Source: an optimization exercise on an open RTL-to-GDS flow (aim: small area, a short achievable clock period and few clock cycles). Production flows keep margins and buffers that such runs may drop.
RTL that was checked went through simulation tests only; none was proved equivalent to the original.
Only the layout flow was run in runs 3 to 5; the RTL was not checked for function there.
Power is estimated from default activity; no workload was simulated.

$ cat flow/run.sh
#!/bin/bash
# The standard layout (standard.sh), with timing repair aimed at a 3.2 ns
# clock (setup margin 6.8 ns at the 10 ns constraint), plain buf_2 cells as
# the port buffers, and no separate adder-cell mapping in synthesis (ABC maps
# the adders with the rest of the logic). Full tool output is in standard.log.
set -e
bash standard.sh SETUP_SLACK_MARGIN=6.8 ADDER_MAP_FILE= \
    BUFFER_PORTS_ARGS="-buffer_cell sky130_fd_sc_hd__buf_2" finish > standard.log 2>&1
$ cat standard.sh
#!/bin/bash
# synth_recipe.tcl (not shown) runs the flow's synth.tcl, then flattens the netlist and writes it again
# the make line also repeats each setting of config.mk as NAME=value (left out here)
make -C /OpenROAD-flow-scripts/flow DESIGN_CONFIG=/design/flow/config.mk WORK_HOME=/design/flow/orfs CLKGATE_MAP_FILE= SYNTH_SCRIPT=/design/flow/synth_recipe.tcl "${@:-finish}"
$ cat config.mk
export PLATFORM = sky130hd
export DESIGN_NAME = pluto_rx
export DESIGN_NICKNAME = pluto_rx
export VERILOG_FILES = /design/flow/design.v
export SDC_FILE = /design/flow/constraint.sdc
export NUM_CORES = 4
export LEC_CHECK = 0
export ABC_AREA = 1
export CAP_MARGIN = 20
export CORE_MARGIN = 2
export CORE_UTILIZATION = 65
export SLEW_MARGIN = 20
$ cat constraint.sdc
create_clock -name core_clock -period 10.0 [get_ports {clk}]
set_input_delay 2.0000 -clock core_clock [delete_from_list [all_inputs] [get_ports {clk}]]
set_output_delay 2.0000 -clock core_clock [all_outputs]
set_load 0.01 [all_outputs]
$ cat design.v
module pluto_rx_step (
    input  wire [15:0] blk,
    output wire [2:0]  mis
);
    localparam [15:0] P16 = 16'hB4E5;
    wire [15:0] e = blk ^ P16;
    integer k;
    reg [4:0] s;
    always @* begin
        s = 5'd0;
        for (k = 0; k < 16; k = k + 1)
            s = s + {4'd0, e[k]};
    end
    assign mis = (s > 5'd7) ? 3'd7 : s[2:0];
endmodule
module pluto_rx (
    input  wire        clk,
    input  wire        rst,
    input  wire        cmd_valid,
    output wire        cmd_ready,
    input  wire [7:0]  cmd,
    input  wire        in_valid,
    output wire        in_ready,
    input  wire [7:0]  in_data,
    input  wire [3:0]  in_nbits,
    input  wire        in_last,
    output reg         out_valid,
    output reg  [7:0]  out_byte,
    output reg         rsp_valid,
    output wire [3:0]  rsp_status,
    output reg  [2:0]  rsp_sub,
    output reg  [31:0] rsp_value
);
    localparam [1:0] OP_CRC = 2'd0, OP_DEC = 2'd1, OP_FIND = 2'd2, OP_ILL = 2'd3;
    localparam [1:0] ST_OK = 2'd0, ST_NONE = 2'd1, ST_ILLEGAL = 2'd2;
    localparam [31:0] MAX_LEN = 32'd50_000_000;
    function [31:0] crc_byte(input [31:0] c, input [7:0] d);
        integer k;
        reg [31:0] r;
        begin
            r = c ^ {24'd0, d};
            for (k = 0; k < 8; k = k + 1)
                r = r[0] ? ((r >> 1) ^ 32'hEDB88320) : (r >> 1);
            crc_byte = r;
        end
    endfunction
    function [2:0] sadd(input [2:0] a, input [2:0] b);
        reg [3:0] s;
        begin
            s = {1'b0, a} + {1'b0, b};
            sadd = s[3] ? 3'd7 : s[2:0];
        end
    endfunction
    function maj(input a, input b, input c);
        maj = (a & b) | (a & c) | (b & c);
    endfunction
    genvar gi;
    integer li;
    reg        phase;               
    reg [1:0]  op, rate;            
    reg [7:0]  X;                   
    reg [7:0]  mm;                  
    reg        t0_beat, t0_last, t0_cmd, t0_ill;
    assign cmd_ready = ~phase;
    assign in_ready  = phase;
    wire cmd_fire  = cmd_valid & ~phase;
    wire in_fire   = in_valid & phase;
    wire cmd_crc   = (cmd == 8'h40);
    wire cmd_dec   = (cmd[7:2] == 6'b1000_00);
    wire cmd_find  = (cmd == 8'h90);
    wire cmd_legal = cmd_crc | cmd_dec | cmd_find;
    always @(posedge clk) begin
        if (rst) begin
            phase   <= 1'b0;
            t0_beat <= 1'b0;
            t0_cmd  <= 1'b0;
            t0_ill  <= 1'b0;
        end else begin
            t0_beat <= in_fire;
            t0_cmd  <= cmd_fire & cmd_legal;
            t0_ill  <= cmd_fire & ~cmd_legal;
            if (cmd_fire & cmd_legal)
                phase <= 1'b1;
            else if (in_fire & in_last)
                phase <= 1'b0;
        end
        if (cmd_fire) begin
            op   <= cmd_crc ? OP_CRC : (cmd_dec ? OP_DEC : OP_FIND);
            rate <= cmd[1:0];
        end
        X       <= in_data;
        t0_last <= in_last;
        if (!in_last) mm <= 8'hFF;
        else case (in_nbits)
            4'd0: mm <= 8'h00; 4'd1: mm <= 8'h01; 4'd2: mm <= 8'h03; 4'd3: mm <= 8'h07;
            4'd4: mm <= 8'h0F; 4'd5: mm <= 8'h1F; 4'd6: mm <= 8'h3F; 4'd7: mm <= 8'h7F;
            default: mm <= 8'hFF;
        endcase
    end
    reg  [11:0] bc;                 
    reg  [78:0] W;                  
    reg  [25:0] Q;
    reg  [1:0]  ph;
    reg         lenbad;
    reg  [1:0]  gp;                 
    reg  [1:0]  cy;                 
    wire is_dec  = (op == OP_DEC);
    wire is_find = (op == OP_FIND);
    wire is_crc  = (op == OP_CRC);
    wire hdr_lt8 = (bc[11:3] == 9'd0);
    wire [86:0] V = {W, X};
    wire x0 = X[7], x1 = X[6], x2 = X[5], x3 = X[4];
    wire x4 = X[3], x5 = X[2], x6 = X[1], x7 = X[0];
    reg [8:0] rm;
    always @* begin
        rm = 9'h1FF;
        if (Q[25:2] == 24'd0) begin
            case ({rate, Q[1:0], ph})
            {2'd0, 2'd1, 2'd1}: rm = 9'h0FF;
            {2'd1, 2'd1, 2'd2}: rm = 9'h0FF;
            {2'd1, 2'd1, 2'd3}: rm = 9'h000;
            {2'd2, 2'd1, 2'd1}: rm = 9'h00F;
            {2'd2, 2'd1, 2'd2}: rm = 9'h000;
            {2'd2, 2'd1, 2'd3}: rm = 9'h000;
            {2'd2, 2'd2, 2'd2}: rm = 9'h0FF;
            {2'd2, 2'd2, 2'd3}: rm = 9'h000;
            {2'd3, 2'd1, 2'd1}: rm = 9'h007;
            {2'd3, 2'd1, 2'd2}: rm = 9'h000;
            {2'd3, 2'd1, 2'd3}: rm = 9'h000;
            {2'd3, 2'd2, 2'd2}: rm = 9'h03F;
            {2'd3, 2'd2, 2'd3}: rm = 9'h000;
            {2'd3, 2'd3, 2'd3}: rm = 9'h0FF;
            default: rm = 9'h1FF;
            endcase
            if (Q[1:0] == 2'd0) rm = 9'h000;
        end
    end
    wire        pay  = t0_beat & is_dec & ~hdr_lt8 & ~lenbad;
    wire [7:0]  vm   = pay ? (mm & rm[7:0]) : 8'h00;
    wire        paydone = ((rm & ~{1'b0, mm}) == 9'd0);
    reg         gend;               
    always @* begin
        case (rate)
        2'd0:    gend = (ph == 2'd1);
        2'd3:    gend = (ph == 2'd3);
        default: gend = (ph == 2'd2);
        endcase
    end
    wire [25:0] Q_d  = Q - {24'd0, (rate == 2'd3) ? 2'd3 : (rate == 2'd2 ? 2'd2 : 2'd1)};
    reg [5:0] dd, vj;
    always @* begin
        case (rate)
        2'd0: begin
            dd = {x0 | x1, x2 | x3, x4 | x5, x6 | x7, 2'b00};
            vj = {vm[1], vm[3], vm[5], vm[7], 2'b00};
        end
        2'd1: case (gp)
            2'd0: begin
                dd = {maj(x0, x1, x2), maj(x3, x4, x5), 4'b0000};
                vj = {vm[2], vm[5], 4'b0000};
            end
            2'd1: begin
                dd = {maj(cy[0], x0, x1), maj(x2, x3, x4), maj(x5, x6, x7), 3'b000};
                vj = {vm[1], vm[4], vm[7], 3'b000};
            end
            default: begin
                dd = {maj(cy[1], cy[0], x0), maj(x1, x2, x3), maj(x4, x5, x6), 3'b000};
                vj = {vm[0], vm[3], vm[6], 3'b000};
            end
            endcase
        2'd2: case (gp)
            2'd0: begin
                dd = {x0, x1, x3, x4, x6, x7};
                vj = {vm[0], vm[1], vm[3], vm[4], vm[6], vm[7]};
            end
            2'd1: begin
                dd = {x0, x2, x3, x5, x6, 1'b0};
                vj = {vm[0], vm[2], vm[3], vm[5], vm[6], 1'b0};
            end
            default: begin
                dd = {x1, x2, x4, x5, x7, 1'b0};
                vj = {vm[1], vm[2], vm[4], vm[5], vm[7], 1'b0};
            end
            endcase
        default: begin
            dd = {x0, x1, x2, x4, x5, x6};
            vj = {vm[0], vm[1], vm[2], vm[4], vm[5], vm[6]};
        end
        endcase
    end
    wire [23:0] Snew;
    wire [7:0]  lane_ok;
    generate
        for (gi = 0; gi < 8; gi = gi + 1) begin : g_lane
            pluto_rx_step u_blk (.blk(V[86-gi -: 16]), .mis(Snew[3*gi +: 3]));
            assign lane_ok[gi] = mm[gi] &&
                ((bc >= 12'd16) || (bc == 12'd15 && gi == 7)) &&
                ((bc <= 12'd3764) || (bc == 12'd3765 && gi <= 6));
        end
    endgenerate
    reg        t1_cmd, t1_end, t1_beat, t1_dec, t1_bv;
    reg [1:0]  t1_op, t1_sub;
    reg [7:0]  t1_x;                
    reg [5:0]  t1_vj;
    reg [23:0] t1_s;
    reg [7:0]  t1_lv;
    always @(posedge clk) begin
        if (rst) begin
            t1_cmd  <= 1'b0;
            t1_end  <= 1'b0;
            t1_beat <= 1'b0;
        end else begin
            t1_cmd  <= t0_cmd;
            t1_end  <= t0_ill | (t0_beat & t0_last);
            t1_beat <= t0_beat;
        end
        t1_op  <= t0_ill ? OP_ILL : op;
        if (hdr_lt8 && (bc[2:0] != 3'd7 || !mm[7])) t1_sub <= 2'd1;
        else if (lenbad)                            t1_sub <= 2'd2;
        else if (hdr_lt8 || !paydone)               t1_sub <= 2'd3;
        else                                        t1_sub <= 2'd0;
        t1_dec <= is_dec;
        t1_bv  <= is_crc & mm[7];
        t1_x   <= is_dec ? {dd, 2'b00} : X;
        t1_vj  <= vj;
        t1_s   <= Snew;
        t1_lv  <= (t0_beat && is_find) ? lane_ok : 8'd0;
        if (t0_cmd) begin
            bc <= 12'd0;
            gp <= 2'd0;
        end else if (t0_beat) begin
            if (bc != 12'hFFF) bc <= bc + 12'd1;
            if (!(is_dec && !hdr_lt8)) W <= V[78:0];
            if (is_dec && bc == 12'd4) begin
                lenbad <= (W[31:0] == 32'd0) || (W[31:0] > MAX_LEN);
                Q      <= W[25:0];
                ph     <= 2'd0;
            end
            if (pay) begin
                if (rm[0]) begin
                    ph <= gend ? 2'd0 : ph + 2'd1;
                    if (gend) Q <= Q_d;
                end
                gp <= (rate[1] == rate[0]) ? 2'd0 :
                      (gp == 2'd0 ? 2'd2 : (gp == 2'd2 ? 2'd1 : 2'd0));
                cy <= {x6, x7};
            end
        end
    end
    reg  [7:1]  cur;                
    reg  [2:0]  accn;               
    reg  [23:0] U1, U2, U3, U4, U5, U6;
    wire [5:0]  vj2  = t1_dec ? t1_vj : 6'd0;
    wire [2:0]  k    = {vj2[2], (vj2[4] & ~vj2[2]) | vj2[0],
                        (vj2[5] & ~vj2[4]) | (vj2[3] & ~vj2[2]) | (vj2[1] & ~vj2[0])};
    wire [5:0]  ddm  = t1_x[7:2] & vj2;
    wire [15:0] B    = {cur, 9'd0} | ({ddm, 10'd0} >> accn);
    reg         emit;
    always @* begin
        case (accn)
        3'd2: emit = vj2[0];
        3'd3: emit = vj2[1];
        3'd4: emit = vj2[2];
        3'd5: emit = vj2[3];
        3'd6: emit = vj2[4];
        3'd7: emit = vj2[5];
        default: emit = 1'b0;
        endcase
    end
    reg [23:0] U3n, U5n, Dn;
    reg [7:0]  cand;
    reg [2:0]  pd, pi;
    always @* begin
        pd = 3'd0; pi = 3'd0;
        for (li = 0; li < 8; li = li + 1) begin
            U3n[3*li +: 3] = sadd(U2[3*li +: 3], t1_s[3*li +: 3]);
            U5n[3*li +: 3] = sadd(U4[3*li +: 3], t1_s[3*li +: 3]);
            Dn[3*li +: 3]  = sadd(U6[3*li +: 3], t1_s[3*li +: 3]);
            cand[li] = t1_lv[li] && (Dn[3*li +: 3] != 3'd7);
            if (cand[li]) begin
                pd = pd | Dn[3*li +: 3];
                pi = pi | li[2:0];
            end
        end
        if (cand == 8'd0) pd = 3'd7;
    end
    reg        t2_cmd, t2_end, t2_bv;
    reg [1:0]  t2_op, t2_sub;
    reg [2:0]  t2_pd;
    reg [14:0] t2_po;
    reg        t2_stp;
    always @(posedge clk) begin
        if (rst) begin
            t2_cmd    <= 1'b0;
            t2_end    <= 1'b0;
            t2_bv     <= 1'b0;
            out_valid <= 1'b0;
        end else begin
            t2_cmd    <= t1_cmd;
            t2_end    <= t1_end;
            t2_bv     <= t1_beat & (t1_bv | emit);
            out_valid <= t1_beat & emit;
        end
        t2_op    <= t1_op;
        t2_sub   <= t1_sub;
        out_byte <= t1_dec ? B[15:8] : t1_x;
        t2_pd    <= pd;
        t2_po    <= {bc, pi};
        t2_stp   <= (pd <= 3'd2);
        if (t1_cmd) begin
            cur  <= 7'd0;
            accn <= 3'd0;
        end else if (t1_beat) begin
            U1 <= t1_s; U2 <= U1; U3 <= U3n; U4 <= U3; U5 <= U5n; U6 <= U5;
            if (t1_dec) begin
                cur  <= emit ? B[7:1] : B[15:9];
                accn <= accn + k;
            end
        end
    end
    reg [31:0] crc;
    reg [2:0]  bestd;               
    reg [14:0] bestoff;             
    reg        stop;
    reg        t3_end;
    reg [1:0]  t3_op, t3_sub;
    wire [31:0] crc_n = crc_byte(crc, out_byte);
    always @(posedge clk) begin
        if (rst) t3_end <= 1'b0;
        else     t3_end <= t2_end;
        t3_op  <= t2_op;
        t3_sub <= t2_sub;
        if (t2_cmd) begin
            crc   <= 32'hFFFF_FFFF;
            bestd <= 3'd7;
            stop  <= 1'b0;
        end else begin
            if (t2_bv) crc <= crc_n;
            if (!stop) begin
                if (t2_pd < bestd) begin
                    bestd   <= t2_pd;
                    bestoff <= t2_po;
                end
                if (t2_stp) stop <= 1'b1;
            end
        end
    end
    reg [1:0] st;
    assign rsp_status = {2'b00, st};
    wire [14:0] off = bestoff - 15'd135;
    wire [31:0] crcrx = t1_beat ? W[39:8] : W[31:0];
    always @(posedge clk) begin
        if (rst) rsp_valid <= 1'b0;
        else     rsp_valid <= t3_end;
        case (t3_op)
        OP_CRC: begin
            st <= ST_OK; rsp_sub <= 3'd0; rsp_value <= ~crc;
        end
        OP_DEC: begin
            rsp_value <= 32'd0;
            if (t3_sub != 2'd0) begin
                st <= ST_NONE; rsp_sub <= {1'b0, t3_sub};
            end else if (~crc != crcrx) begin
                st <= ST_NONE; rsp_sub <= 3'd6;
            end else begin
                st <= ST_OK; rsp_sub <= 3'd0;
            end
        end
        OP_FIND: begin
            rsp_sub <= 3'd0;
            if (bestd != 3'd7) begin
                st <= ST_OK; rsp_value <= {17'd0, off};
            end else begin
                st <= ST_NONE; rsp_value <= 32'd0;
            end
        end
        default: begin
            st <= ST_ILLEGAL; rsp_sub <= 3'd0; rsp_value <= 32'd0;
        end
        endcase
    end
endmodule
==> flow_summary.ini, run 1 <==
[power]
pwr-share-comb_pct = 5.1
power.internal_uw = 3320
peakVddDrop_v = 0.000145
switching_portion_of_total_power_pct = 22.7
static-leakage-power_uw = 0.0121
power_frac_seq_pct = 50.9
clkPwrFrac_pct = 44.0
p_per_area_nw_per_um2 = 160
p_switching_uw = 977

[sta]
fmax_ghz = 0.316
worst_pin_slew_ns = 0.973
fin_tns_setup_ns = 0
grt_setup_unrepaired = no
slew_violations = 0
setup_violations = 0
min_period_ns = 3.16
post-route-period-util_pct = 31.6
count_of_endpoints_failing_hold_in_the_final_timing_report = 0
final.setup_skew_ns = 0.0185
slew_headroom_pct = 35.0

[drt]
via_per_inst = 5.72
drt_iter0_markers = 1691
firstDrtPassIters = 6
dr_total_vias = 20000
routed_wl_um = 59200
route.antenna.remaining_nets = 0
route.detailed.drc = 0
routedWlPerCell_um = 16.9

[floorplan]
die_footprint_um2 = 38700
die_height_um = 197
core_region_area_um2 = 36600
die_boundary_width_um = 197
floorplan.rows = 70
starting_utilization_of_the_core_area_pct = 65.9
io_pins = 76

[synthesis]
async_s_r_ff_share_synth_pct = 0
synth_area_leader_cell = sky130_fd_sc_hd__edfxtp_1
syn_avg_cell_area_um2 = 8.33
post_synth_instance_area_um2 = 24100
number_of_enable_type_register_cells_in_the_synthesized_netlist = 273
synth-warning-count = 2
synth.yosys.seq_area_share_pct = 51.7
leading_post_synthesis_cells_by_cell_area = sky130_fd_sc_hd__edfxtp_1, sky130_fd_sc_hd__dfxtp_1, sky130_fd_sc_hd__nand2_1, sky130_fd_sc_hd__inv_1, sky130_fd_sc_hd__o21ai_0
netlist_instances = 2898
synth_top_cell_area_share_pct = 34.0
synth_flop_cell = sky130_fd_sc_hd__edfxtp_1
synth_cell_type_count = 63
ys_ff_latch = 487

[place]
dpl.hpwl_um = 42500
buffer_ports.inserted = 73
dpl_cell_area_um2 = 25000
gp_congestion = 0.932

[critical_path]
timing.critical_path.arrival_ns = 1.16
critPathCaptureType = output pin
crit_family = flip-flops
crit_path_max_fanout = 1
slowest_delay_ns = 0.40
crit_path_start_kind = register
cp_data_required_time_ns = 8.00
worst-path-buf-inv = 1
critPathKind = register to output pin
critPathSlowestCell = sky130_fd_sc_hd__dfxtp_1
cp_cell_sequence = buf_2

[cells_and_area]
proportion_of_layout_cells_with_a_drive_suffix_above_1_pct = 11.7
num_antenna_cells = 0
fillerInstances = 2769
postLayoutCellArea_um2 = 26800
finalCoreUtilization_pct = 73.2
nets = 3015
area.growth.synth_to_final_pct = 11.1
layout_commonest_cell = sky130_fd_sc_hd__nand2_1
mostFrequentLayoutCells = sky130_fd_sc_hd__nand2_1, sky130_fd_sc_hd__inv_1, sky130_fd_sc_hd__edfxtp_1

[grt]
initial_antenna_violation_count = 0
global_route.usage.met3_pct = 4.06
track_usage_pct = 30.9
grt_pass1_wl_um = 94700
grt.met2_usage_pct = 53.6
largest_net_degree_at_the_start_of_global_routing = 78
grt_pass1_vias = 18900
grt-busiest-layer = met2
grt_use_met1_pct = 38.7
globalRoute.totalOverflow = 0

[run_status]
status = finished clean

[clock_tree]
clkTransAtPathRegs_ns = 0.06
cts.htree.levels = 2
insertion_delay_ns = 0.60
ctsLongestPathBuffers = 3
cts-buffers-inserted = 49
clock_sinks = 487
cts_tree = built
clockRootBuffer = sky130_fd_sc_hd__clkbuf_16

[job]
maxCapViolations = 0

[worst_hold_path]
class_of_the_tightest_hold_or_removal_check = register to register
[power by group through the flow]
stage	Combinational (µW)	Sequential [µW]	Clock, µW
6_report	219	2190	1890
5_1_grt	245	2190	1990
4_1_cts	217	2190	1910
3_5_place_dp	214	2230	0
3_3_place_gp	208	2230	0
2_1_floorplan	162	2210	0
[final timing paths]
kind	startpoint	to	slack [ns]	cells after the start
setup / recovery	rsp_value[13]	rsp_value[13]	6.84	1
hold / removal	t1_op[1]	t2_op[1]	0.32	0
setup reg to reg	t1_beat	U1[1]	6.97	5
hold reg to reg	t1_op[1]	t2_op[1]	0.32	0
[final cells by class]
| type | count | area, µm² | share of cell area (%) |
|---|---|---|---|
| Tap cell | 468 | 586 | 2.18 |
| Clock inverter | 24 | 228 | 0.849 |
| Multi-Input combinational cell | 1983 | 10100 | 37.6 |
| Sequential cell | 487 | 12500 | 46.6 |
| Inverter | 368 | 1400 | 5.22 |
| Timing Repair Buffer | 101 | 579 | 2.16 |
| Clock buffer | 68 | 1450 | 5.42 |
[cell families (layout without fill, tap and decap cells)]
| family | count (synthesis) | after routing | synth area share [%] |
|---|---|---|---|
| other cells | 1 | 2 | 0.0155 |
| simple gates | 1395 | 1395 | 25.8 |
| flops | 487 | 487 | 51.7 |
| buf+inv | 429 | 561 | 6.94 |
| xor+xnor | 139 | 139 | 5.07 |
| mux | 1 | 1 | 0.0415 |
| compound gates | 446 | 446 | 10.4 |
[repair_timing]
item,CTS,global route
setup endpoints to repair,110,36
setup buffers,0,17
hold buffers,0,0
resized for setup,12,6
[routing by layer]
| layer | share of wire, % | wire, µm |
|---|---|---|
| met2 | 48 | 28700 |
| met5 | 0 | 0 |
| met1 | 41 | 24300 |
| met3 | 6.3 | 3720 |
| met4 | 4.2 | 2480 |
[registers in the layout, indices dropped and copies added, names as in the netlist, 12 cells and up]
register and flops:
t2_po 15, U6 24, U3 24, bestoff 15
U5 24, rsp_value 32, t1_s 24, W 79
U2 24, Q 26, U1 24, bc 12
crc 32, U4 24
[worst reg2reg max path, delay by kind of cell (launching register included)]
family / cells / cell delay (ns)
buffers and inverters: 4 / 2.12
DFF: 1 / 0.31
and+or+nand+nor: 1 / 0.18
[metrics by stage]
stage / instances / hold WS [ns] / total power, µW / setup slack, ns
2_1_floorplan: 2899 / 0.310 / 2370 / 6.69
3_3_place_gp: 3390 / 0.311 / 2440 / 6.24
3_5_place_dp: 3390 / 0.315 / 2450 / 5.96
4_1_cts: 3482 / 0.319 / 4320 / 6.83
5_1_grt: 3499 / 0.314 / 4430 / 6.82
6_report: 3499 / 0.322 / 4300 / 6.84
[Yosys cell counts (9+ instances only)]
| master | count |
|---|---|
| sky130_fd_sc_hd__nor4_1 | 21 |
| sky130_fd_sc_hd__clkbuf_1 | 36 |
| sky130_fd_sc_hd__nand3_1 | 160 |
| sky130_fd_sc_hd__o22ai_1 | 16 |
| sky130_fd_sc_hd__and2_1 | 10 |
| sky130_fd_sc_hd__nor2_1 | 258 |
| sky130_fd_sc_hd__nor3_1 | 30 |
| sky130_fd_sc_hd__xnor2_1 | 28 |
| sky130_fd_sc_hd__o21a_1 | 9 |
| sky130_fd_sc_hd__buf_2 | 13 |
| sky130_fd_sc_hd__nand2_1 | 746 |
| sky130_fd_sc_hd__o221ai_1 | 10 |
| sky130_fd_sc_hd__xor2_1 | 110 |
| sky130_fd_sc_hd__o211ai_1 | 18 |
| sky130_fd_sc_hd__or2_2 | 15 |
| sky130_fd_sc_hd__nand3_2 | 59 |
| sky130_fd_sc_hd__edfxtp_1 | 273 |
| sky130_fd_sc_hd__nand4_1 | 30 |
| sky130_fd_sc_hd__nand2_2 | 42 |
| sky130_fd_sc_hd__o21ai_0 | 220 |
| sky130_fd_sc_hd__dfxtp_1 | 214 |
| sky130_fd_sc_hd__nand3b_1 | 9 |
| sky130_fd_sc_hd__inv_2 | 14 |
| sky130_fd_sc_hd__a21oi_1 | 115 |
| sky130_fd_sc_hd__a31oi_1 | 14 |
| sky130_fd_sc_hd__inv_1 | 349 |
Testbench counts, summed over its fixed seeds: cycles 38,315.
==> run 2, diff against run 1 <==
--- a/config.mk
+++ b/config.mk
@@ -8,5 +8,7 @@
 export ABC_AREA = 1
 export CAP_MARGIN = 20
 export CORE_MARGIN = 2
-export CORE_UTILIZATION = 65
+export CORE_UTILIZATION = 55
+export CTS_CLUSTER_DIAMETER = 90
+export CTS_CLUSTER_SIZE = 24
 export SLEW_MARGIN = 20
==> run 2 against run 1 <==
Critical path type unchanged. Still clean. Non-clock buffer count rose by 6. Cell count increased by 2.3%. Clock-buffer cell count fell by 28. First-iteration DRC count is 8.0% lower. Via count shrank 3.0%. Combinational power about the same. Final area down 2.4%. Wire length grew 0.87%.
==> flow_summary.ini, run 2 <==
[critical_path]
crit_family = flip-flops
crit_path_max_fanout = 1
r2r_end = Q[23]
critPathSlowestCell = sky130_fd_sc_hd__dfxtp_1
setup.reg_to_reg.worst_slack_ns = 7.09
worst-path-buf-inv = 1
critPathCaptureType = output pin
critical_path.reg2reg.startpoint = op[1]
critPathKind = register to output pin
cp_data_required_time_ns = 8.00
timing.critical_path.arrival_ns = 1.16
cp_cell_sequence = buf_2
crit_cells = 1
crit_path_start_kind = register
slowest_delay_ns = 0.40
worst_r2r_path_depth = 10

[clock_tree]
clockRootBuffer = sky130_fd_sc_hd__clkbuf_16
clock_sinks = 487
cts.htree.levels = 1
clkTransAtPathRegs_ns = 0.09
ctsLongestPathBuffers = 3
insertion_delay_ns = 0.61
hold_buffers = 0
cts_tree = built
cts-buffers-inserted = 27

[drt]
routed_wl_um = 59700
firstDrtPassIters = 5
dr_total_vias = 19400
routedWlPerCell_um = 16.7
route.antenna.remaining_nets = 0
route.detailed.drc = 0
drt_iter0_markers = 1556
via_per_inst = 5.43

[grt]
grt_pass1_wl_um = 94000
initial_antenna_violation_count = 2
grt_pass1_vias = 18100
globalRoute.totalOverflow = 0
largest_net_degree_at_the_start_of_global_routing = 84
track_usage_pct = 26.3

[cells_and_area]
number_of_flip_flops_in_the_largest_register = 79
ff_latch_area_um2 = 12500
area.growth.synth_to_final_pct = 8.44
layout_commonest_cell = sky130_fd_sc_hd__nand2_1
postLayoutCellArea_um2 = 26200
fillerInstances = 3845
nets = 2999
multi_input_comb_area_um2 = 10100
final-instance-count-excl-fill = 3580
largest-register = W
largest_registers = W (79), crc (32), rsp_value (32)
mostFrequentLayoutCells = sky130_fd_sc_hd__nand2_1, sky130_fd_sc_hd__inv_1, sky130_fd_sc_hd__edfxtp_1
proportion_of_layout_cells_with_a_drive_suffix_above_1_pct = 10.9
num_antenna_cells = 0

[synthesis]
netlist_instances = 2898
ys_ff_latch = 487
number_of_enable_type_register_cells_in_the_synthesized_netlist = 273
leading_post_synthesis_cells_by_cell_area = sky130_fd_sc_hd__edfxtp_1, sky130_fd_sc_hd__dfxtp_1, sky130_fd_sc_hd__nand2_1, sky130_fd_sc_hd__inv_1, sky130_fd_sc_hd__o21ai_0
synth.yosys.seq_area_share_pct = 51.7
synth_top_cell_area_share_pct = 34.0
syn_avg_cell_area_um2 = 8.33
synthMostInstantiatedCell = sky130_fd_sc_hd__nand2_1
post_synth_instance_area_um2 = 24100
synth_area_leader_cell = sky130_fd_sc_hd__edfxtp_1
async_s_r_ff_share_synth_pct = 0
synth_cell_type_count = 63
synth-warning-count = 2
synth_common_cells = sky130_fd_sc_hd__nand2_1, sky130_fd_sc_hd__inv_1, sky130_fd_sc_hd__edfxtp_1
synth_flop_cell = sky130_fd_sc_hd__edfxtp_1

[job]
maxCapViolations = 0

[sta]
post-route-period-util_pct = 31.6
worst_pin_slew_ns = 1.07
grt_setup_unrepaired = no
fin_tns_setup_ns = 0
slew_headroom_pct = 28.6
min_period_ns = 3.16
final.setup_skew_ns = 0.0185
slew_violations = 0
fmax_ghz = 0.316
setup_violations = 0
count_of_endpoints_failing_hold_in_the_final_timing_report = 0

[power]
power.total_uw = 3630
static-leakage-power_uw = 0.0117
peakVddDrop_v = 0.000135
p_per_area_nw_per_um2 = 139

[floorplan]
die_boundary_width_um = 214
floorplan.rows = 76
starting_utilization_of_the_core_area_pct = 55.9
die_footprint_um2 = 45600
io_pins = 76
core_region_area_um2 = 43200
die_height_um = 214

[run_status]
status = finished clean

[place]
dpl.hpwl_um = 43900
dpl_cell_area_um2 = 25100
buffer_ports.inserted = 73
numPlacedInstances = 3508
gp_congestion = 0.900

[worst_hold_path]
whs_path_depth = 0
launch_point_of_the_worst_hold_path = t1_op[0]
class_of_the_tightest_hold_or_removal_check = register to register
worst_hold_path.endpoint = t2_op[0]
[run 2: changes by cell type in the layout (fill, tap and decap cells not counted), moves of 5 or more]
cell,previous run,this run
sky130_fd_sc_hd__clkbuf_16,54,27
sky130_fd_sc_hd__clkinv_2,11,1
sky130_fd_sc_hd__dfxtp_2,11,18
sky130_fd_sc_hd__clkbuf_8,5,0
sky130_fd_sc_hd__buf_4,27,34
sky130_fd_sc_hd__dfxtp_1,203,194
[run 2: cell families after synthesis]
logic type / Yosys count / synth area share, %
simple gates: 1395 / 25.8
xor+xnor: 139 / 5.07
other cells: 1 / 0.0155
compound gates: 446 / 10.4
buf+inv: 429 / 6.94
flops: 487 / 51.7
mux: 1 / 0.0415
[run 2: final cells by class]
class	count	area share (%)
well taps	585	2.80
clock inverters	10	0.483
clock buffers	40	2.77
inverters	368	5.31
flip-flops and latches	487	47.8
repair buffers	107	2.37
multi-input cells	1983	38.5
[run 2: worst max path at each step]
stage / slack [ns] / endpoint / startpoint
2_1_floorplan: 6.69 / W[0] / bc[8]
3_3_place_gp: 6.13 / Q[9] / op[1]
3_5_place_dp: 5.90 / Q[23] / op[1]
4_1_cts: 6.80 / rsp_value[13] / rsp_value[13]
5_1_grt: 6.80 / rsp_value[6] / rsp_value[6]
6_report: 6.84 / rsp_value[12] / rsp_value[12]
[run 2: metrics by stage]
stage / setup WS, ns / utilization, % / hold slack, ns
3_3_place_gp: 6.13 / 58.2 / 0.311
4_1_cts: 6.80 / 60.2 / 0.332
5_1_grt: 6.80 / 60.6 / 0.342
6_report: 6.84 / 60.6 / 0.330
3_5_place_dp: 5.90 / 58.2 / 0.312
2_1_floorplan: 6.69 / - / 0.310
[run 2: layer usage]
layer | part of all wire (%) | track usage [%] | wire length (µm)
met2 | 48 | 46.0 | 28900
met4 | 3.2 | 8.76 | 1910
met1 | 44 | 34.5 | 26300
met5 | 0 | 0 | 0
met3 | 4.3 | 2.18 | 2590
[run 2: what timing repair did]
action / 4_1_cts / 5_1_grt
gates resized for setup: 15 / 10
setup buffers: 0 / 22
endpoints found under the setup margin: 37 / 42
[run 2: power by group]
group / internal [µW] / switching (µW)
Combinational: 80.4 / 139
Clock: 531 / 688
Sequential: 2140 / 51.0
==> run 3, diff against run 2 <==
--- a/design.v
+++ b/design.v
@@ -249,7 +249,8 @@
     end
     reg  [7:1]  cur;                
     reg  [2:0]  accn;               
-    reg  [23:0] U1, U2, U3, U4, U5, U6;
+    reg  [23:0] U1, U2, U3, U4;
+    reg  [5:0]  C5, C6;
     wire [5:0]  vj2  = t1_dec ? t1_vj : 6'd0;
     wire [2:0]  k    = {vj2[2], (vj2[4] & ~vj2[2]) | vj2[0],
                         (vj2[5] & ~vj2[4]) | (vj2[3] & ~vj2[2]) | (vj2[1] & ~vj2[0])};
@@ -267,22 +268,24 @@
         default: emit = 1'b0;
         endcase
     end
-    reg [23:0] U3n, U5n, Dn;
-    reg [7:0]  cand;
-    reg [2:0]  pd, pi;
+    reg [23:0] U3n, U5n;
+    reg [5:0]  C5n;
+    reg [2:0]  ci, cv, s6, pd, pi;
     always @* begin
-        pd = 3'd0; pi = 3'd0;
+        ci = 3'd0; cv = 3'd0;
         for (li = 0; li < 8; li = li + 1) begin
             U3n[3*li +: 3] = sadd(U2[3*li +: 3], t1_s[3*li +: 3]);
             U5n[3*li +: 3] = sadd(U4[3*li +: 3], t1_s[3*li +: 3]);
-            Dn[3*li +: 3]  = sadd(U6[3*li +: 3], t1_s[3*li +: 3]);
-            cand[li] = t1_lv[li] && (Dn[3*li +: 3] != 3'd7);
-            if (cand[li]) begin
-                pd = pd | Dn[3*li +: 3];
-                pi = pi | li[2:0];
+            if (U5n[3*li +: 3] != 3'd7) begin
+                ci = ci | li[2:0];
+                cv = cv | U5n[3*li +: 3];
             end
         end
-        if (cand == 8'd0) pd = 3'd7;
+        C5n = (U5n == 24'hFFFFFF) ? {3'd0, 3'd7} : {ci, cv};
+        s6  = t1_s[3*C6[5:3] +: 3];
+        pi  = C6[5:3];
+        pd  = sadd(s6, C6[2:0]);
+        if (!t1_lv[pi]) pd = 3'd7;
     end
     reg        t2_cmd, t2_end, t2_bv;
     reg [1:0]  t2_op, t2_sub;
@@ -311,7 +314,7 @@
             cur  <= 7'd0;
             accn <= 3'd0;
         end else if (t1_beat) begin
-            U1 <= t1_s; U2 <= U1; U3 <= U3n; U4 <= U3; U5 <= U5n; U6 <= U5;
+            U1 <= t1_s; U2 <= U1; U3 <= U3n; U4 <= U3; C5 <= C5n; C6 <= C5;
             if (t1_dec) begin
                 cur  <= emit ? B[7:1] : B[15:9];
                 accn <= accn + k;
--- a/config.mk
+++ b/config.mk
@@ -9,6 +9,4 @@
 export CAP_MARGIN = 20
 export CORE_MARGIN = 2
 export CORE_UTILIZATION = 55
-export CTS_CLUSTER_DIAMETER = 90
-export CTS_CLUSTER_SIZE = 24
 export SLEW_MARGIN = 20
==> run 3 against run 2 <==
Still clean. Clock-buffer cell count increased by 27. Clock power up 53%. Via count increased by 0.44%. Clock skew up 0.0092 ns. First-iteration DRC count is 17% lower. Power is 15% higher. Fmax barely moved. Core utilization rose by 2.5 points. Synthesized cell count is 0.69% higher. Critical path type unchanged. Largest cell class unchanged.
==> flow_summary.ini, run 3 <==
[run_status]
status = finished clean

[place]
dpl.hpwl_um = 44000
buffer_ports.inserted = 73
dpl_cell_area_um2 = 23800
post-place-ws_ns = 6.62
gp_congestion = 0.957

[clock_tree]
cts-buffers-inserted = 48
cts_tree = built
clkTransAtPathRegs_ns = 0.06
clockRootBuffer = sky130_fd_sc_hd__clkbuf_16
ctsLongestPathBuffers = 3
cts.htree.levels = 2
clock_sinks = 451
insertion_delay_ns = 0.60

[drt]
via_per_inst = 5.43
route.antenna.remaining_nets = 0
dr_total_vias = 19500
drt_iter0_markers = 1285
routedWlPerCell_um = 16.6
route.detailed.drc = 0
firstDrtPassIters = 6
routed_wl_um = 59800

[floorplan]
core_region_area_um2 = 41000
die_boundary_width_um = 208
starting_utilization_of_the_core_area_pct = 56.0
die_footprint_um2 = 43400
floorplan.rows = 74
io_pins = 76
die_height_um = 208

[grt]
largest_net_degree_at_the_start_of_global_routing = 83
grt-busiest-layer = met2
initial_antenna_violation_count = 1
track_usage_pct = 27.4
grt.met2_usage_pct = 48.4
globalRoute.totalOverflow = 0
grt_use_met1_pct = 33.6
grt_pass1_vias = 18500
grt_pass1_wl_um = 94800
global_route.usage.met3_pct = 3.31

[sta]
fmax_ghz = 0.316
final.setup_skew_ns = 0.0276
fin_tns_setup_ns = 0
slew_violations = 0
setup_violations = 0
post-route-period-util_pct = 31.6
slew_headroom_pct = 28.2
grt_setup_unrepaired = no
worst_slack_ns = 6.84
worst_pin_slew_ns = 1.08
min_period_ns = 3.16
count_of_endpoints_failing_hold_in_the_final_timing_report = 0

[critical_path]
worst_r2r_path_depth = 12
critical_path.reg2reg.startpoint = bc[9]
cp_cell_sequence = buf_2
critPathKind = register to output pin
endpoint = out_byte[4]
critical_path.startpoint = out_byte[4]
crit_family = flip-flops
timing.critical_path.arrival_ns = 1.16
critPathSlowestCell = sky130_fd_sc_hd__dfxtp_1
r2r_end = Q[6]
critPathCaptureType = output pin
worst-path-buf-inv = 1
slowest_delay_ns = 0.42
crit_cells = 1
crit_path_max_fanout = 2
cp_data_required_time_ns = 8.00
crit_path_start_kind = register
setup.reg_to_reg.worst_slack_ns = 7.00

[cells_and_area]
num_antenna_cells = 0
finalCoreUtilization_pct = 63.2
nets = 3048
postLayoutCellArea_um2 = 25900
proportion_of_layout_cells_with_a_drive_suffix_above_1_pct = 10.4
largest_registers = W (79), crc (32), rsp_value (32)
largest-register = W
layout_commonest_cell = sky130_fd_sc_hd__nand2_1
number_of_flip_flops_in_the_largest_register = 79
area.growth.synth_to_final_pct = 12.8
mostFrequentLayoutCells = sky130_fd_sc_hd__nand2_1, sky130_fd_sc_hd__inv_1, sky130_fd_sc_hd__nor2_1

[synthesis]
synth_flop_cell = sky130_fd_sc_hd__edfxtp_1
async_s_r_ff_share_synth_pct = 0
number_of_enable_type_register_cells_in_the_synthesized_netlist = 237
synth.yosys.seq_area_share_pct = 49.6
netlist_instances = 2918
synth_area_leader_cell = sky130_fd_sc_hd__edfxtp_1
syn_avg_cell_area_um2 = 7.87
synth_common_cells = sky130_fd_sc_hd__nand2_1, sky130_fd_sc_hd__inv_1, sky130_fd_sc_hd__nor2_1
synth_cell_type_count = 63
post_synth_instance_area_um2 = 23000
leading_post_synthesis_cells_by_cell_area = sky130_fd_sc_hd__edfxtp_1, sky130_fd_sc_hd__dfxtp_1, sky130_fd_sc_hd__nand2_1, sky130_fd_sc_hd__inv_1, sky130_fd_sc_hd__o21ai_0
ys_ff_latch = 451
synthMostInstantiatedCell = sky130_fd_sc_hd__nand2_1
synth_top_cell_area_share_pct = 31.0
synth-warning-count = 2

[power]
p_switching_uw = 976
pwr-share-comb_pct = 6.2
power_frac_seq_pct = 49.1
power.internal_uw = 3200
peakVddDrop_v = 0.000128
p_per_area_nw_per_um2 = 161
switching_portion_of_total_power_pct = 23.4
static-leakage-power_uw = 0.0122
clkPwrFrac_pct = 44.8
power.total_uw = 4180

[job]
maxCapViolations = 0

[worst_hold_path]
class_of_the_tightest_hold_or_removal_check = register to register
-- run 3: worst min path at each step --
| stage | depth (start not counted) | startpoint | to | slack [ns] |
|---|---|---|---|---|
| after floorplan | 0 | t1_op[0] | t2_op[0] | 0.31 |
| after global placement | 0 | t2_sub[0] | t3_sub[0] | 0.31 |
| after detailed placement | 0 | t1_op[0] | t2_op[0] | 0.31 |
| after CTS | 0 | t1_op[0] | t2_op[0] | 0.33 |
| after global routing | 0 | t2_sub[1] | t3_sub[1] | 0.33 |
| final | 0 | t1_op[1] | t2_op[1] | 0.33 |
-- run 3: repair_timing --
action                                  4_1_cts  5_1_grt
resized for setup                            11       28
hold buffers                                  0        0
pin swaps                                     0        1
endpoints found under the setup margin       20       38
setup buffers                                 1       37
hold endpoints to repair                      0        0
-- run 3: stage by stage --
| step | cells | hold WS (ns) |
|---|---|---|
| 2_1_floorplan | 2919 | 0.310 |
| 3_3_place_gp | 3467 | 0.310 |
| 3_5_place_dp | 3467 | 0.312 |
| 4_1_cts | 3558 | 0.326 |
| 5_1_grt | 3595 | 0.329 |
| 6_report | 3595 | 0.327 |
-- run 3: power by group through the flow --
stage	Combinational (µW)	Clock [µW]	Sequential, µW
2_1_floorplan	187	0	2070
3_3_place_gp	249	0	2090
3_5_place_dp	254	0	2090
4_1_cts	256	1900	2050
5_1_grt	288	1970	2060
6_report	257	1870	2050
-- run 3: cell families after synthesis --
| kind of cell | count (synthesis) | synth area share, % |
|---|---|---|
| simple gates | 1469 | 27.5 |
| xor+xnor | 123 | 4.69 |
| fa+ha+maj | 1 | 0.0436 |
| other cells | 1 | 0.0163 |
| flops | 451 | 49.6 |
| buf+inv | 438 | 7.37 |
| compound gates | 435 | 10.8 |
-- run 3: metal layers --
| metal | part of all wire [%] | vias to the layer above | routed length (µm) |
|---|---|---|---|
| li1 | - | 9811 | - |
| met1 | 41 | 9018 | 24700 |
| met2 | 50 | 555 | 29700 |
| met3 | 5.0 | 131 | 2990 |
| met4 | 4.0 | 0 | 2400 |
| met5 | 0 | - | 0 |
-- run 3: cell type report --
class / count / area (µm²)
Timing Repair Buffer: 119 / 718
Multi-Input combinational cell: 2030 / 10000
Clock buffer: 67 / 1400
Fill cell: 3696 / 15100
Clock inverter: 23 / 277
Sequential cell: 451 / 11400
Inverter: 373 / 1420
Tap cell: 532 / 666
==> run 4, diff against run 3 <==
--- a/config.mk
+++ b/config.mk
@@ -9,4 +9,6 @@
 export CAP_MARGIN = 20
 export CORE_MARGIN = 2
 export CORE_UTILIZATION = 55
+export CTS_CLUSTER_DIAMETER = 90
+export CTS_CLUSTER_SIZE = 24
 export SLEW_MARGIN = 20
==> run 4 against run 3 <==
Fmax rose by 0.20%. Largest power group unchanged. Sequential share of layout area rose by 1.5 points. Critical endpoint is now cmd_ready. Clock skew decreased by 0.0025 ns. Clock-buffer cell count decreased by 29. Synthesized area did not move.
==> flow_summary.ini, run 4 <==
[sta]
count_of_endpoints_failing_hold_in_the_final_timing_report = 0
fmax_ghz = 0.317
post-route-period-util_pct = 31.6
slew_headroom_pct = 28.4
worst_pin_slew_ns = 1.07
min_period_ns = 3.16
grt_setup_unrepaired = yes
slew_violations = 0
fin_tns_setup_ns = 0
setup_violations = 0
final.setup_skew_ns = 0.0252
fin_hold_ws_ns = 0.332

[synthesis]
ys_ff_latch = 451
synth.yosys.seq_area_share_pct = 49.6
synth-warning-count = 2
netlist_instances = 2918
post_synth_instance_area_um2 = 23000
synth_top_cell_area_share_pct = 31.0
synth_area_leader_cell = sky130_fd_sc_hd__edfxtp_1
synth-adder-area-share_pct = 0.0436
post_synth_mux_area_share_pct = 0
synth_compound_gate_area_share_pct = 10.8
synthMostInstantiatedCell = sky130_fd_sc_hd__nand2_1
combinational_family_with_the_most_area_after_synthesis = simple AND/OR/NAND/NOR gates
synth_cell_type_count = 63
number_of_enable_type_register_cells_in_the_synthesized_netlist = 237
synth_flop_cell = sky130_fd_sc_hd__edfxtp_1
syn_avg_cell_area_um2 = 7.87
synthXorXnorAreaFrac_pct = 4.69
async_s_r_ff_share_synth_pct = 0
post_synth_and_or_nand_nor_area_fraction_pct = 27.5
synth_common_cells = sky130_fd_sc_hd__nand2_1, sky130_fd_sc_hd__inv_1, sky130_fd_sc_hd__nor2_1
leading_post_synthesis_cells_by_cell_area = sky130_fd_sc_hd__edfxtp_1, sky130_fd_sc_hd__dfxtp_1, sky130_fd_sc_hd__nand2_1, sky130_fd_sc_hd__inv_1, sky130_fd_sc_hd__o21ai_0

[cells_and_area]
largest-register = W
nets = 3028
postLayoutCellArea_um2 = 25000
fillerInstances = 3775
layout_commonest_cell = sky130_fd_sc_hd__nand2_1
ff_latch_area_um2 = 11400
largest_registers = W (79), crc (32), rsp_value (32)
multi_input_comb_area_um2 = 10000
area.growth.synth_to_final_pct = 9.03
number_of_flip_flops_in_the_largest_register = 79
mostFrequentLayoutCells = sky130_fd_sc_hd__nand2_1, sky130_fd_sc_hd__inv_1, sky130_fd_sc_hd__nor2_1
proportion_of_layout_cells_with_a_drive_suffix_above_1_pct = 9.36
num_antenna_cells = 0

[clock_tree]
cts.htree.levels = 1
clkTransAtPathRegs_ns = 0.10
cts_tree = built
clockRootBuffer = sky130_fd_sc_hd__clkbuf_16
clock_sinks = 451
cts-buffers-inserted = 25
ctsLongestPathBuffers = 3
insertion_delay_ns = 0.59
hold_buffers = 0

[floorplan]
core_region_area_um2 = 41000
die_height_um = 208
die_boundary_width_um = 208
floorplan.rows = 74
die_footprint_um2 = 43400
io_pins = 76
starting_utilization_of_the_core_area_pct = 56.0

[power]
power.internal_uw = 2570
power_frac_seq_pct = 59.8
pwr-share-comb_pct = 7.5
static-leakage-power_uw = 0.0117
peakVddDrop_v = 0.000154
p_per_area_nw_per_um2 = 137
clkPwrFrac_pct = 32.7
switching_portion_of_total_power_pct = 24.8
p_switching_uw = 849

[worst_hold_path]
class_of_the_tightest_hold_or_removal_check = register to register
launch_point_of_the_worst_hold_path = t1_sub[0]
whs_path_depth = 0

[drt]
routedWlPerCell_um = 16.6
route.antenna.remaining_nets = 0
firstDrtPassIters = 6
wirelength_met1_um = 24800
routed_wl_um = 58900
route.detailed.drc = 0
via_per_inst = 5.44
dr_wl_met3_um = 2770
drt_iter0_markers = 1493
maxUsedRoutingLayer = met4
dr_total_vias = 19300
routed-wl-met2_um = 29600

[grt]
largest_net_degree_at_the_start_of_global_routing = 83
globalRoute.totalOverflow = 0
grt_pass1_wl_um = 93700
track_usage_pct = 26.8
grt_pass1_vias = 18100
initial_antenna_violation_count = 1

[place]
gp_congestion = 0.957
buffer_ports.inserted = 73
dpl_cell_area_um2 = 23800
dpl.hpwl_um = 44000

[critical_path]
critical_path.startpoint = phase
crit_path_start_kind = register
critical_path.reg2reg.startpoint = bc[9]
cp_data_required_time_ns = 8.00
timing.critical_path.arrival_ns = 1.16
critPathKind = register to output pin
critPathCaptureType = output pin
crit_path_max_fanout = 4
worst_r2r_path_depth = 12

[run_status]
status = finished clean

[job]
maxCapViolations = 0
## run 4: cell counts after synthesis
Identical to the previous run, type by type.
## run 4: cell families after synthesis
family	Yosys count
other	1
and+or+nand+nor	1469
adders and majority gates	1
xor gates and xnor gates	123
DFF	451
AOI/OAI and AO/OA	435
buffers and inverters	438
## run 4: repair_timing
item	in CTS	in global routing
setup buffers	1	40
hold endpoints to repair	0	0
endpoints found under the setup margin	21	41
pin swaps	0	1
gates resized for setup	11	32
## run 4: worst max-delay path, stage by stage (launching register included)
cell and delay [ns]:
sky130_fd_sc_hd__dfxtp_2 0.37, sky130_fd_sc_hd__inv_1 0.06, sky130_fd_sc_hd__buf_2 0.14
## run 4: path summary, 6_finish.rpt
kind,endpoint,slack (ns)
worst max register to register,Q[6],7.01
worst min register to register,t2_sub[0],0.33
worst min-delay path,t2_sub[0],0.33
worst max-delay path,cmd_ready,6.84
## run 4: stage by stage
| stage | worst slack (ns) | utilization (%) | std cells | power, µW |
|---|---|---|---|---|
| floorplan | 6.73 | - | 2919 | 2250 |
| global placement | 6.69 | 58.0 | 3467 | 2340 |
| detailed placement | 6.62 | 58.0 | 3467 | 2340 |
| CTS | 6.80 | 60.0 | 3514 | 3450 |
| global route | 6.76 | 61.0 | 3554 | 3550 |
| finish | 6.84 | 61.0 | 3554 | 3420 |
## run 4: layer usage
| layer | track usage (%) | vias up |
|---|---|---|
| li1 | - | 9753 |
| met1 | 33.6 | 8989 |
| met2 | 48.6 | 507 |
| met3 | 2.73 | 94 |
| met4 | 8.26 | 0 |
| met5 | 0 | - |
## run 4: area by class of cell
class                      count  area share (%)
clock buffer                  38            2.69
clock inverter                 8           0.405
inverter                     373            5.65
multi-input combinational   2030            40.0
sequential                   451            45.6
tap                          532            2.66
timing repair buffer         122            2.94
## run 4: power by group through the flow
| stage | combinational (µW) | clock [µW] | sequential (µW) |
|---|---|---|---|
| final | 256 | 1120 | 2050 |
| after global routing | 287 | 1210 | 2050 |
| after detailed placement | 254 | 0 | 2090 |
| after floorplan | 187 | 0 | 2070 |
| after CTS | 255 | 1150 | 2050 |
| after global placement | 249 | 0 | 2090 |
==> run 5, diff against run 4 <==
--- a/design.v
+++ b/design.v
@@ -289,9 +289,9 @@
     end
     reg        t2_cmd, t2_end, t2_bv;
     reg [1:0]  t2_op, t2_sub;
-    reg [2:0]  t2_pd;
-    reg [14:0] t2_po;
-    reg        t2_stp;
+    reg [2:0]  bestd;               
+    reg [14:0] bestoff;             
+    reg        stop;
     always @(posedge clk) begin
         if (rst) begin
             t2_cmd    <= 1'b0;
@@ -307,9 +307,16 @@
         t2_op    <= t1_op;
         t2_sub   <= t1_sub;
         out_byte <= t1_dec ? B[15:8] : t1_x;
-        t2_pd    <= pd;
-        t2_po    <= {bc, pi};
-        t2_stp   <= (pd <= 3'd2);
+        if (t2_cmd) begin
+            bestd <= 3'd7;
+            stop  <= 1'b0;
+        end else if (!stop) begin
+            if (pd < bestd) begin
+                bestd   <= pd;
+                bestoff <= {bc, pi};
+            end
+            if (pd <= 3'd2) stop <= 1'b1;
+        end
         if (t1_cmd) begin
             cur  <= 7'd0;
             accn <= 3'd0;
@@ -322,9 +329,6 @@
         end
     end
     reg [31:0] crc;
-    reg [2:0]  bestd;               
-    reg [14:0] bestoff;             
-    reg        stop;
     reg        t3_end;
     reg [1:0]  t3_op, t3_sub;
     wire [31:0] crc_n = crc_byte(crc, out_byte);
@@ -333,20 +337,8 @@
         else     t3_end <= t2_end;
         t3_op  <= t2_op;
         t3_sub <= t2_sub;
-        if (t2_cmd) begin
-            crc   <= 32'hFFFF_FFFF;
-            bestd <= 3'd7;
-            stop  <= 1'b0;
-        end else begin
-            if (t2_bv) crc <= crc_n;
-            if (!stop) begin
-                if (t2_pd < bestd) begin
-                    bestd   <= t2_pd;
-                    bestoff <= t2_po;
-                end
-                if (t2_stp) stop <= 1'b1;
-            end
-        end
+        if (t2_cmd)     crc <= 32'hFFFF_FFFF;
+        else if (t2_bv) crc <= crc_n;
     end
     reg [1:0] st;
     assign rsp_status = {2'b00, st};
==> run 5 against run 4 <==
Non-clock buffer count increased by 6. Sequential share of layout area decreased by 1.0 points. Sequential cell count is 19 lower. Register-to-register slack about the same. Power decreased by 2.8%. Highest routed layer unchanged.
==> flow_summary.ini, run 5 <==
[drt]
route.antenna.remaining_nets = 0
route.detailed.drc = 0
dr_total_vias = 19500
firstDrtPassIters = 6
routed_wl_um = 59100
drt_iter0_markers = 1421
routedWlPerCell_um = 16.8
via_per_inst = 5.54

[cells_and_area]
multi_input_comb_area_um2 = 10100
largest_registers = W (79), crc (32), rsp_value (32)
number_of_flip_flops_in_the_largest_register = 79
largest-register = W
layout_commonest_cell = sky130_fd_sc_hd__nand2_1
nets = 2989
ff_latch_area_um2 = 11000
area.growth.synth_to_final_pct = 10.1
finalCoreUtilization_pct = 61.0
proportion_of_layout_cells_with_a_drive_suffix_above_1_pct = 9.45
mostFrequentLayoutCells = sky130_fd_sc_hd__nand2_1, sky130_fd_sc_hd__inv_1, sky130_fd_sc_hd__nor2_1
fillerInstances = 3693
num_antenna_cells = 0

[sta]
setup_violations = 0
final.setup_skew_ns = 0.0385
worst_pin_slew_ns = 0.955
fmax_ghz = 0.315
post-route-period-util_pct = 31.7
fin_tns_setup_ns = 0
slew_headroom_pct = 36.3
count_of_endpoints_failing_hold_in_the_final_timing_report = 0
slew_violations = 0
min_period_ns = 3.17
grt_setup_unrepaired = yes

[synthesis]
ys_ff_latch = 432
netlist_instances = 2871
synth_area_leader_cell = sky130_fd_sc_hd__edfxtp_1
leading_post_synthesis_cells_by_cell_area = sky130_fd_sc_hd__edfxtp_1, sky130_fd_sc_hd__dfxtp_1, sky130_fd_sc_hd__nand2_1, sky130_fd_sc_hd__inv_1, sky130_fd_sc_hd__nand3_1
post_synth_instance_area_um2 = 22500
synth_top_cell_area_share_pct = 31.7
synth_cell_type_count = 58
synth_common_cells = sky130_fd_sc_hd__nand2_1, sky130_fd_sc_hd__inv_1, sky130_fd_sc_hd__nor2_1
synth.yosys.seq_area_share_pct = 49.0
synth_flop_cell = sky130_fd_sc_hd__edfxtp_1
synth-warning-count = 2
syn_avg_cell_area_um2 = 7.83
synthMostInstantiatedCell = sky130_fd_sc_hd__nand2_1
number_of_enable_type_register_cells_in_the_synthesized_netlist = 237
async_s_r_ff_share_synth_pct = 0

[clock_tree]
cts_tree = built
clkTransAtPathRegs_ns = 0.09
hold_buffers = 0
cts-buffers-inserted = 25
clock_sinks = 432
ctsLongestPathBuffers = 3
clockRootBuffer = sky130_fd_sc_hd__clkbuf_16
insertion_delay_ns = 0.59
cts.htree.levels = 1

[place]
gp_congestion = 0.928
buffer_ports.inserted = 73
dpl.hpwl_um = 43200

[power]
static-leakage-power_uw = 0.0114
peakVddDrop_v = 0.000131
p_per_area_nw_per_um2 = 134

[worst_hold_path]
class_of_the_tightest_hold_or_removal_check = register to register
whs_path_depth = 0
worst_hold_path.endpoint = t3_op[1]
launch_point_of_the_worst_hold_path = t2_op[1]

[floorplan]
die_boundary_width_um = 206
io_pins = 76
starting_utilization_of_the_core_area_pct = 55.4
die_footprint_um2 = 42500
core_region_area_um2 = 40600
floorplan.rows = 74
die_height_um = 206

[critical_path]
crit_cells = 1
crit_path_start_kind = register
timing.critical_path.arrival_ns = 1.17
critical_path.reg2reg.startpoint = Q[16]
slowest_delay_ns = 0.42
crit_family = flip-flops
setup.reg_to_reg.worst_slack_ns = 7.00
worst-path-buf-inv = 1
cp_data_required_time_ns = 8.00
cp_cell_sequence = buf_2
critPathKind = register to output pin
critPathSlowestCell = sky130_fd_sc_hd__dfxtp_1
crit_path_max_fanout = 1
critical_path.startpoint = rsp_value[13]
r2r_end = Q[6]
worst_r2r_path_depth = 13
critPathCaptureType = output pin

[grt]
track_usage_pct = 27.4
initial_antenna_violation_count = 1
grt_pass1_wl_um = 92200
largest_net_degree_at_the_start_of_global_routing = 70
grt_pass1_vias = 17800
globalRoute.totalOverflow = 0

[job]
maxCapViolations = 0

[run_status]
status = finished clean
-- run 5: cell types whose count changed after synthesis, moves of 6 or more --
cell                       previous run  this run
sky130_fd_sc_hd__nand3_2             26         9
sky130_fd_sc_hd__a21oi_1            122       144
sky130_fd_sc_hd__nor2_1             256       266
sky130_fd_sc_hd__o22ai_1             18        24
sky130_fd_sc_hd__nand2_1            879       786
sky130_fd_sc_hd__o221ai_1             8        16
sky130_fd_sc_hd__buf_2                9         2
sky130_fd_sc_hd__nand3_1            171       212
sky130_fd_sc_hd__dfxtp_1            214       195
-- run 5: where the power goes --
group	internal (µW)	switching (µW)
Sequential	1890	50.0
Combinational	82.9	144
Clock	531	625
-- run 5: cell type report --
class | instances | share of cell area, %
multi-input cells | 2013 | 40.6
well taps | 532 | 2.69
clock buffers | 36 | 2.78
flip-flops and latches | 432 | 44.6
repair buffers | 128 | 3.21
inverters | 364 | 5.58
clock inverters | 10 | 0.561
-- run 5: metrics by stage --
stage	instance area, µm²	instances	setup slack (ns)	hold slack [ns]	power [µW]
3_5_place_dp	23300	3425	6.14	0.312	2200
6_report	24800	3515	6.83	0.331	3330
4_1_cts	24300	3482	6.80	0.333	3340
3_3_place_gp	23300	3425	6.33	0.311	2200
5_1_grt	24800	3515	6.72	0.338	3440
2_1_floorplan	22500	2872	6.87	0.310	2130
-- run 5: how the worst max path moves through the flow --
stage,end,slack [ns]
finish,rsp_value[13],6.83
global placement,bestoff[5],6.33
floorplan,bestoff[0],6.87
global route,t1_s[20],6.72
detailed placement,Q[7],6.14
CTS,rsp_value[4],6.80
-- run 5: logic make-up (layout without fill, tap and decap cells) --
family          count (synthesis)  in the layout  share of synthesized area [%]
compound gates                472            472                           12.0
flops                         432            432                           49.0
xor+xnor                      129            129                           5.03
other cells                     1              2                         0.0167
simple gates                 1407           1407                           26.5
mux                             2              2                         0.0891
buf+inv                       427            538                           7.26
fa+ha+maj                       1              1                         0.0445
-- run 5: layer usage --
layer | vias to the layer above | share of wire [%] | global-route usage, %
met1 | 9082 | 43 | 35.9
li1 | 9701 | - | -
met2 | 562 | 48 | 48.1
met4 | 0 | 3.3 | 8.60
met3 | 119 | 5.0 | 2.48
met5 | - | 0 | 0
-- run 5: timing repair --
item                                   4_1_cts  5_1_grt
endpoints found under the hold margin        0        0
pin swaps                                    0        7
setup buffers                               11       33
gates resized for setup                     13       52
setup endpoints to repair                   55       52
==> run 6, diff against run 5 <==
--- a/design.v
+++ b/design.v
@@ -331,6 +331,7 @@
     reg [31:0] crc;
     reg        t3_end;
     reg [1:0]  t3_op, t3_sub;
+    reg         crcok;              
     wire [31:0] crc_n = crc_byte(crc, out_byte);
     always @(posedge clk) begin
         if (rst) t3_end <= 1'b0;
@@ -338,12 +339,14 @@
         t3_op  <= t2_op;
         t3_sub <= t2_sub;
         if (t2_cmd)     crc <= 32'hFFFF_FFFF;
-        else if (t2_bv) crc <= crc_n;
+        else if (t2_bv) begin
+            crc   <= crc_n;
+            crcok <= (~crc_n == W[31:0]);
+        end
     end
     reg [1:0] st;
     assign rsp_status = {2'b00, st};
     wire [14:0] off = bestoff - 15'd135;
-    wire [31:0] crcrx = t1_beat ? W[39:8] : W[31:0];
     always @(posedge clk) begin
         if (rst) rsp_valid <= 1'b0;
         else     rsp_valid <= t3_end;
@@ -355,7 +358,7 @@
             rsp_value <= 32'd0;
             if (t3_sub != 2'd0) begin
                 st <= ST_NONE; rsp_sub <= {1'b0, t3_sub};
-            end else if (~crc != crcrx) begin
+            end else if (!crcok) begin
                 st <= ST_NONE; rsp_sub <= 3'd6;
             end else begin
                 st <= ST_OK; rsp_sub <= 3'd0;
--- a/config.mk
+++ b/config.mk
@@ -8,7 +8,7 @@
 export ABC_AREA = 1
 export CAP_MARGIN = 20
 export CORE_MARGIN = 2
-export CORE_UTILIZATION = 55
+export CORE_UTILIZATION = 65
 export CTS_CLUSTER_DIAMETER = 90
 export CTS_CLUSTER_SIZE = 24
 export SLEW_MARGIN = 20
==> run 6 against run 5 <==
Core utilization increased by 9.7 points. First-iteration DRC count is 17% higher. Synthesized area barely moved. Power grew 0.60%. Sequential share of layout area is 1.1 points higher. Via count fell by 0.83%. Largest power group unchanged.
==> flow_summary.ini, run 6 <==
[synthesis]
synth_common_cells = sky130_fd_sc_hd__nand2_1, sky130_fd_sc_hd__inv_1, sky130_fd_sc_hd__nor2_1
post_synth_instance_area_um2 = 22500
synthMostInstantiatedCell = sky130_fd_sc_hd__nand2_1
number_of_enable_type_register_cells_in_the_synthesized_netlist = 238
synth_top_cell_area_share_pct = 31.8
synth_flop_cell = sky130_fd_sc_hd__edfxtp_1
netlist_instances = 2791
async_s_r_ff_share_synth_pct = 0
ys_ff_latch = 433
synth_area_leader_cell = sky130_fd_sc_hd__edfxtp_1
syn_avg_cell_area_um2 = 8.06
synth.yosys.seq_area_share_pct = 49.1
synth_cell_type_count = 70
leading_post_synthesis_cells_by_cell_area = sky130_fd_sc_hd__edfxtp_1, sky130_fd_sc_hd__dfxtp_1, sky130_fd_sc_hd__nand2_1, sky130_fd_sc_hd__inv_1, sky130_fd_sc_hd__nor2_1
synth-warning-count = 2

[place]
buffer_ports.inserted = 73
dpl_cell_area_um2 = 23200
dpl.hpwl_um = 41300
gp_congestion = 0.949
numPlacedInstances = 3273

[sta]
setup_violations = 0
grt_setup_unrepaired = no
post-route-period-util_pct = 31.5
slew_headroom_pct = 30.5
worst_pin_slew_ns = 1.04
fin_tns_setup_ns = 0
count_of_endpoints_failing_hold_in_the_final_timing_report = 0
min_period_ns = 3.15
slew_violations = 0
fmax_ghz = 0.318
final.setup_skew_ns = 0.0174

[drt]
drt_iter0_markers = 1666
dr_total_vias = 19300
routedWlPerCell_um = 16.9
via_per_inst = 5.77
route.antenna.remaining_nets = 0
routed_wl_um = 56700
route.detailed.drc = 0
firstDrtPassIters = 5

[power]
power_frac_seq_pct = 58.3
switching_portion_of_total_power_pct = 25.7
pwr-share-comb_pct = 11.6
power.internal_uw = 2480
p_switching_uw = 861
static-leakage-power_uw = 0.0110
p_per_area_nw_per_um2 = 138
peakVddDrop_v = 0.000155
clkPwrFrac_pct = 30.1

[cells_and_area]
area.growth.synth_to_final_pct = 7.76
final-instance-count-excl-fill = 3348
largest_registers = W (79), crc (32), rsp_value (32)
layout_commonest_cell = sky130_fd_sc_hd__nand2_1
mostFrequentLayoutCells = sky130_fd_sc_hd__nand2_1, sky130_fd_sc_hd__inv_1, sky130_fd_sc_hd__nor2_1
number_of_flip_flops_in_the_largest_register = 79
proportion_of_layout_cells_with_a_drive_suffix_above_1_pct = 9.61
postLayoutCellArea_um2 = 24200
num_antenna_cells = 0
nets = 2902
largest-register = W

[grt]
initial_antenna_violation_count = 0
largest_net_degree_at_the_start_of_global_routing = 80
grt_pass1_vias = 17700
track_usage_pct = 30.8
globalRoute.totalOverflow = 0
grt_pass1_wl_um = 89100

[critical_path]
setup.reg_to_reg.worst_slack_ns = 6.99
critical_path.reg2reg.startpoint = op[1]
critPathSlowestCell = sky130_fd_sc_hd__dfxtp_2
endpoint = out_byte[7]
timing.critical_path.arrival_ns = 1.15
critPathKind = register to output pin
worst-path-buf-inv = 1
slowest_delay_ns = 0.43
critical_path.startpoint = out_byte[7]
crit_path_start_kind = register
crit_family = flip-flops
crit_path_max_fanout = 2
cp_cell_sequence = buf_2
cp_data_required_time_ns = 8.00
crit_cells = 1
critPathCaptureType = output pin
r2r_end = Q[7]
worst_r2r_path_depth = 9

[clock_tree]
cts-buffers-inserted = 22
clkTransAtPathRegs_ns = 0.10
insertion_delay_ns = 0.55
cts.htree.levels = 1
clock_sinks = 433
clockRootBuffer = sky130_fd_sc_hd__clkbuf_16
ctsLongestPathBuffers = 3
cts_tree = built
hold_buffers = 0

[floorplan]
floorplan.rows = 68
die_boundary_width_um = 190
starting_utilization_of_the_core_area_pct = 65.6
io_pins = 76
die_height_um = 190
core_region_area_um2 = 34300
die_footprint_um2 = 36100

[job]
maxCapViolations = 0

[worst_hold_path]
class_of_the_tightest_hold_or_removal_check = register to register

[run_status]
status = finished clean
[run 6: cell types whose count changed in the layout (fill, tap and decap cells not counted), moves of 7 or more]
cell                       previous run  this run
sky130_fd_sc_hd__nand2_2             11        24
sky130_fd_sc_hd__nand2_1            782       757
sky130_fd_sc_hd__o21ai_0            192       165
sky130_fd_sc_hd__xor2_1              99        90
sky130_fd_sc_hd__buf_4               53        38
sky130_fd_sc_hd__o211ai_1            19         7
sky130_fd_sc_hd__o221ai_1            16         6
sky130_fd_sc_hd__or2_1                0         7
sky130_fd_sc_hd__a21oi_1            140       150
sky130_fd_sc_hd__inv_1              350       309
[run 6: repair_timing]
item	CTS	global route
pin swaps	0	1
resized for setup	10	9
gates cloned	0	2
setup buffers	2	30
endpoints found under the setup margin	48	57
endpoints found under the hold margin	0	0
[run 6: worst min-delay path by stage]
stage                   from       end  slack, ns  cells after the start
floorplan           t1_op[0]  t2_op[0]       0.31                      0
global placement    t1_op[1]  t2_op[1]       0.31                      0
detailed placement  t1_op[0]  t2_op[0]       0.31                      0
CTS                 t2_op[1]  t3_op[1]       0.33                      0
global route        t1_op[1]  t2_op[1]       0.35                      0
finish              t2_op[1]  t3_op[1]       0.33                      0
[run 6: routing by layer]
metal	GRT usage [%]	part of all wire, %	up-vias	routed length, µm
li1	-	-	9434	-
met1	40.1	41	8986	23200
met2	53.7	49	748	27600
met3	2.82	6.4	134	3620
met4	11.7	4.0	0	2240
met5	0	0	-	0
[run 6: stage by stage]
step           setup slack, ns  hold WS [ns]  utilization (%)  power, µW
2_1_floorplan             6.86         0.310                -       2260
3_3_place_gp              6.38         0.311             67.8       2360
3_5_place_dp              6.18         0.312             67.8       2360
4_1_cts                   6.78         0.332             69.8       3350
5_1_grt                   6.77         0.346             70.7       3450
6_report                  6.85         0.333             70.7       3350
[run 6: final cells by class]
class,instances,area (µm²)
clock inverters,2,26.3
well taps,455,569
repair buffers,113,691
flip-flops and latches,433,11100
multi-input cells,1973,9980
fillers,2768,10000
clock buffers,38,632
repair inverters,2,15.0
inverters,332,1270
[run 6: power groups by stage]
| stage | registers, µW | logic [µW] | clock network [µW] |
|---|---|---|---|
| 2_1_floorplan | 1970 | 286 | 0 |
| 3_3_place_gp | 1990 | 370 | 0 |
| 3_5_place_dp | 1990 | 374 | 0 |
| 4_1_cts | 1950 | 378 | 1020 |
| 5_1_grt | 1960 | 420 | 1070 |
| 6_report | 1950 | 387 | 1010 |
[run 6: worst reg2reg max path: stages, from the launching register on]
cell and delay, ns:
sky130_fd_sc_hd__edfxtp_1 0.48, sky130_fd_sc_hd__nor2_4 0.31, sky130_fd_sc_hd__inv_1 0.16, sky130_fd_sc_hd__nor3_1 0.23, sky130_fd_sc_hd__buf_4 0.27, sky130_fd_sc_hd__clkinv_1 0.68
sky130_fd_sc_hd__nand2_1 0.22, sky130_fd_sc_hd__o21ai_0 0.12, sky130_fd_sc_hd__o21ai_0 0.24, sky130_fd_sc_hd__inv_1 0.06
[run 6: kinds of logic (layout without fill, tap and decap cells)]
logic type      after synthesis  after routing  share of synthesized area (%)
fa+ha+maj                     1              1                         0.0445
xor+xnor                    133            133                           5.68
simple gates               1397           1397                           27.2
buf+inv                     386            487                           6.71
compound gates              440            440                           11.2
other cells                   1              2                         0.0167
flops                       433            433                           49.1
Testbench counts of run 6, summed over its fixed seeds: cycles 38,315.

-- afterwards: timing with drivers on the ports --
No port has a modelled driver above. Below, the same layouts with a new extraction and two added sets of constraints.
Step 1: set_driving_cell puts a clkbuf_16 on clk and a buf_2 on each other input, an assumption about the parent block.
Step 2 times the ports against the registers' clock, not the clock port: input delays grow and output delays shrink by t, the midpoint of the rising clock arrivals with the driver on.
a / b / c = ideal / step 1 / step 2; a / b = the first two.
run	t (ns)	slack for setup (ns)
run 1	0.647	6.840 / 6.787 / 6.892
run 2	0.659	6.835 / 6.776 / 6.859
run 3	0.647	6.835 / 6.776 / 6.597
run 4	0.633	6.842 / 6.782 / 6.653
run 5	0.629	6.825 / 6.767 / 6.724
run 6	0.599	6.852 / 6.796 / 6.685
After both steps setup and hold are still met in every run listed.
